This design comes from an exercise in tuning for small area, a short achievable clock period and few clock cycles per item on the open sky130 flow, not from production work. Function was checked by simulation only, so behaviour that the tests miss may differ from the original. The flow treats the clock pin as an ideal source. Dropping or thinning the clock tree relies on that and would not hold on a real chip. Power and IR drop assume default switching activity.

## try-pepper
Design fcodec, start of the top module:
module fcodec (
    input  wire        clk,
    input  wire        rst,
    input  wire        in_valid,
    output wire        in_ready,
    input  wire [2:0]  op,
    input  wire [7:0]  sig,
    input  wire [63:0] opa,
    output reg         out_valid,
    output reg  [31:0] res,
    output reg         frng,
    output reg  [1:0]  err
);
Size in the first run: about 1600 cells after synthesis, ~130 flip-flops, roughly 120 I/O pins.
==> flow/config.mk <==
export PLATFORM = sky130hd
export DESIGN_NAME = fcodec
export DESIGN_NICKNAME = fcodec
export VERILOG_FILES = /design/flow/design.v
export SDC_FILE = /design/flow/constraint.sdc
export NUM_CORES = 4
export LEC_CHECK = 0
export ABC_AREA = 1
export CAP_MARGIN = 20
export CORE_MARGIN = 2
export CORE_UTILIZATION = 40
export PLACE_DENSITY = 0.75
export SLEW_MARGIN = 20
==> flow/constraint.sdc <==
create_clock -name core_clock -period 14.0 [get_ports {clk}]
set_input_delay 2.8000 -clock core_clock [delete_from_list [all_inputs] [get_ports {clk}]]
set_output_delay 2.8000 -clock core_clock [all_outputs]
set_load 0.01 [all_outputs]
standard.sh (not shown) runs the stock make flow with config.mk's settings and CLKGATE_MAP_FILE= SYNTH_SCRIPT=/design/flow/synth_recipe.tcl, a recipe that flattens the netlist after the stock synthesis.
==> flow/flow/run.sh <==
#!/bin/bash
# Layout flow: the standard ORFS flow (standard.sh: unchanged synthesis
# and steps) at the design's clock period and constraints, with these
# settings changed on the make command line:
#  - SETUP_SLACK_MARGIN: ORFS's timing repair aims for this setup slack
#    instead of 0, so the layout reaches a shorter period than the clock's;
#  - BUFFER_PORTS_ARGS: the port buffers are buf_1 cells (resized by the
#    repair where timing needs it) instead of the resizer's default pick;
#  - PRE_CTS_TCL: flow/clock_tree.tcl builds a balanced two-level clock tree
#    (4 + 8 clkbuf_16) in place of clock_tree_synthesis; the rest of ORFS's
#    CTS step (legalisation, timing repair) runs unchanged.
# The make output goes to orfs_make.log; each ORFS step also writes its own
# log under orfs/logs.
set -euo pipefail
bash standard.sh \
  SETUP_SLACK_MARGIN=10.55 \
  "BUFFER_PORTS_ARGS=-buffer_cell sky130_fd_sc_hd__buf_1" \
  "PRE_CTS_TCL=$PWD/flow/clock_tree.tcl" \
  finish > orfs_make.log 2>&1
Other scripts of this flow, unchanged in this note and not shown: flow/flow/clock_tree.tcl
try-pepper was carried through to the last stage, and its layout satisfied the timing, design-rule and antenna checks.
Testbench counts of try-pepper, summed over its fixed seeds: cycles 32,024, items 32,000.
What try-delta does differently from try-pepper at the input level:
--- a/flow/flow/run.sh
+++ b/flow/flow/run.sh
@@ -14,5 +14,5 @@
 set -euo pipefail
 bash standard.sh \
-  SETUP_SLACK_MARGIN=10.55 \
+  SETUP_SLACK_MARGIN=10.45 \
   "BUFFER_PORTS_ARGS=-buffer_cell sky130_fd_sc_hd__buf_1" \
   "PRE_CTS_TCL=$PWD/flow/clock_tree.tcl" \
--- a/flow/config.mk
+++ b/flow/config.mk
@@ -10,4 +10,3 @@
 export CORE_MARGIN = 2
 export CORE_UTILIZATION = 40
-export PLACE_DENSITY = 0.75
 export SLEW_MARGIN = 20
### Flow results
Lower part of the power in the clock network was reported by try-pepper, not try-delta.
Post-cts sizing count | try-delta below try-pepper
try-delta against try-pepper: clock-pin slew on the worst setup and hold paths was more or less identical, shortest clock period the worst path allows after layout went up by 0.0080 ns, non-clock inverter instance count of the final layout went down by 1, utilization went down by 0.60 points.
Relative to try-delta, the following input files were edited for try-lagoon:
--- a/flow/config.mk
+++ b/flow/config.mk
@@ -6,5 +6,5 @@
 export NUM_CORES = 4
 export LEC_CHECK = 0
-export ABC_AREA = 1
+export ABC_AREA = 0
 export CAP_MARGIN = 20
 export CORE_MARGIN = 2
==> comparison <==
- Final worst-path cycle share is lower on try-delta
- In try-lagoon the area of the core turned out 140 um2 lower than in try-delta.
- Highest clock frequency the design can meet | try-lagoon below try-delta
- Comparing try-lagoon against try-delta, there is no change at all in final-report setup violation count.
- Against try-delta as the reference, try-lagoon delivers a lower height of the die.
- The die used by try-lagoon is smaller than the one used by try-delta.
Input-level comparison between try-maple and try-lagoon:
--- a/flow/flow/run.sh
+++ b/flow/flow/run.sh
@@ -1,6 +1,9 @@
 #!/bin/bash
-# Layout flow: the standard ORFS flow (standard.sh: unchanged synthesis
-# and steps) at the design's clock period and constraints, with these
-# settings changed on the make command line:
+# Layout flow: the standard ORFS flow (standard.sh) at the design's
+# clock period and constraints, with these settings changed on the make
+# command line:
+#  - SYNTH_SCRIPT: flow/mysynth.tcl, the standard synthesis with ABC's
+#    combinational mapping run with flow/map.abc (an area-oriented script)
+#    instead of ORFS's abc_area.script; registers are unchanged;
 #  - SETUP_SLACK_MARGIN: ORFS's timing repair aims for this setup slack
 #    instead of 0, so the layout reaches a shorter period than the clock's;
@@ -11,7 +14,10 @@
 #    CTS step (legalisation, timing repair) runs unchanged.
 # The make output goes to orfs_make.log; each ORFS step also writes its own
-# log under orfs/logs.
+# log under orfs/logs (synthesis: orfs/logs/.../1_2_yosys.log).
 set -euo pipefail
+export MAP_ABC="$PWD/flow/map.abc"
+export MAP_ABC_DELAY_PS=3000
 bash standard.sh \
+  "SYNTH_SCRIPT=$PWD/flow/mysynth.tcl" \
   SETUP_SLACK_MARGIN=10.45 \
   "BUFFER_PORTS_ARGS=-buffer_cell sky130_fd_sc_hd__buf_1" \
==> flow/flow/map.abc (new file) <==
strash; &get -n; &fraig -x; &put; scorr; dc2; dretime; strash; dch -f; map -a; topo; stime -c; upsize -c {D}; dnsize -c {D}
==> flow/flow/mysynth.tcl (new file) <==
# Synthesis: the standard synthesis script (the contents of
# synth_recipe.tcl, which runs ORFS's synth.tcl), with ABC's technology
# mapping of the combinational logic run with the script $MAP_ABC
# (flow/map.abc) instead of ORFS's abc_area.script. Yosys maps the registers
# before ABC runs, so they are the standard synthesis's.
proc synth {args} { yosys synth -nofsm -noshare {*}$args }
proc abc {args} {
  set out {}
  set skip 0
  foreach a $args {
    if { $skip } { set skip 0; continue }
    if { $a eq "-script" || $a eq "-D" } { set skip 1; continue }
    lappend out $a
  }
  yosys abc {*}$out -script $::env(MAP_ABC) -D $::env(MAP_ABC_DELAY_PS)
}
source $::env(SCRIPTS_DIR)/synth.tcl
# left out here: clear keep_hierarchy, flatten, clean up, hide names made inside functions, write 1_2_yosys.v
--- a/flow/config.mk
+++ b/flow/config.mk
@@ -6,5 +6,5 @@
 export NUM_CORES = 4
 export LEC_CHECK = 0
-export ABC_AREA = 0
+export ABC_AREA = 1
 export CAP_MARGIN = 20
 export CORE_MARGIN = 2
--- outcome ---
Against try-lagoon, try-maple comes in 0.43 ns lower on setup slack after layout. try-maple vs try-lagoon — number of instances in the synthesized netlist rose 100. The routing usage on met2 of try-maple exceeds that of try-lagoon by 2.0 points. Delta (try-maple minus try-lagoon): met1 wire length dropped 780 um, final area dropped 6.4%, power density over the cells climbed about 7%.
In every run of this note, the design's own scripts or RTL, not TritonCTS, make the clock network.

afterwards: timing with drivers on the ports:
Ports are ideal in the flow. The routed layouts listed here were re-timed in OpenROAD.
Step 1, drivers: a clkbuf_16 drives clk and a buf_2 each remaining input, both assumed.
Step 2 times the ports against the registers' clock, not the clock port: input delays grow and output delays shrink by t, the midpoint of the rising clock arrivals with the driver on.
Slacks: ideal ports / drivers / drivers and shift; pairs: ideal ports / drivers.
run	shift t [ns]	setup WS [ns]	hold slack, ns	worst register clock-pin slew, ns	worst data-port slew with drivers (ns)
try-pepper	0.377	10.484 / 10.378 / 10.383	0.325 / 0.325 / 0.325	0.08 / 0.08	0.04
try-delta	0.397	10.476 / 10.357 / 10.296	0.332 / 0.332 / 0.332	0.09 / 0.09	0.04
try-lagoon	0.384	10.141 / 10.141 / 10.141	0.331 / 0.331 / 0.331	0.08 / 0.08	0.04
try-maple	0.371	9.709 / 9.709 / 9.709	0.328 / 0.328 / 0.328	0.07 / 0.07	0.04
After both steps setup and hold are still met in every run listed. For try-delta, which loses most, drivers alone change the setup slack by -0.119 ns; drivers and shift together by -0.180 ns.
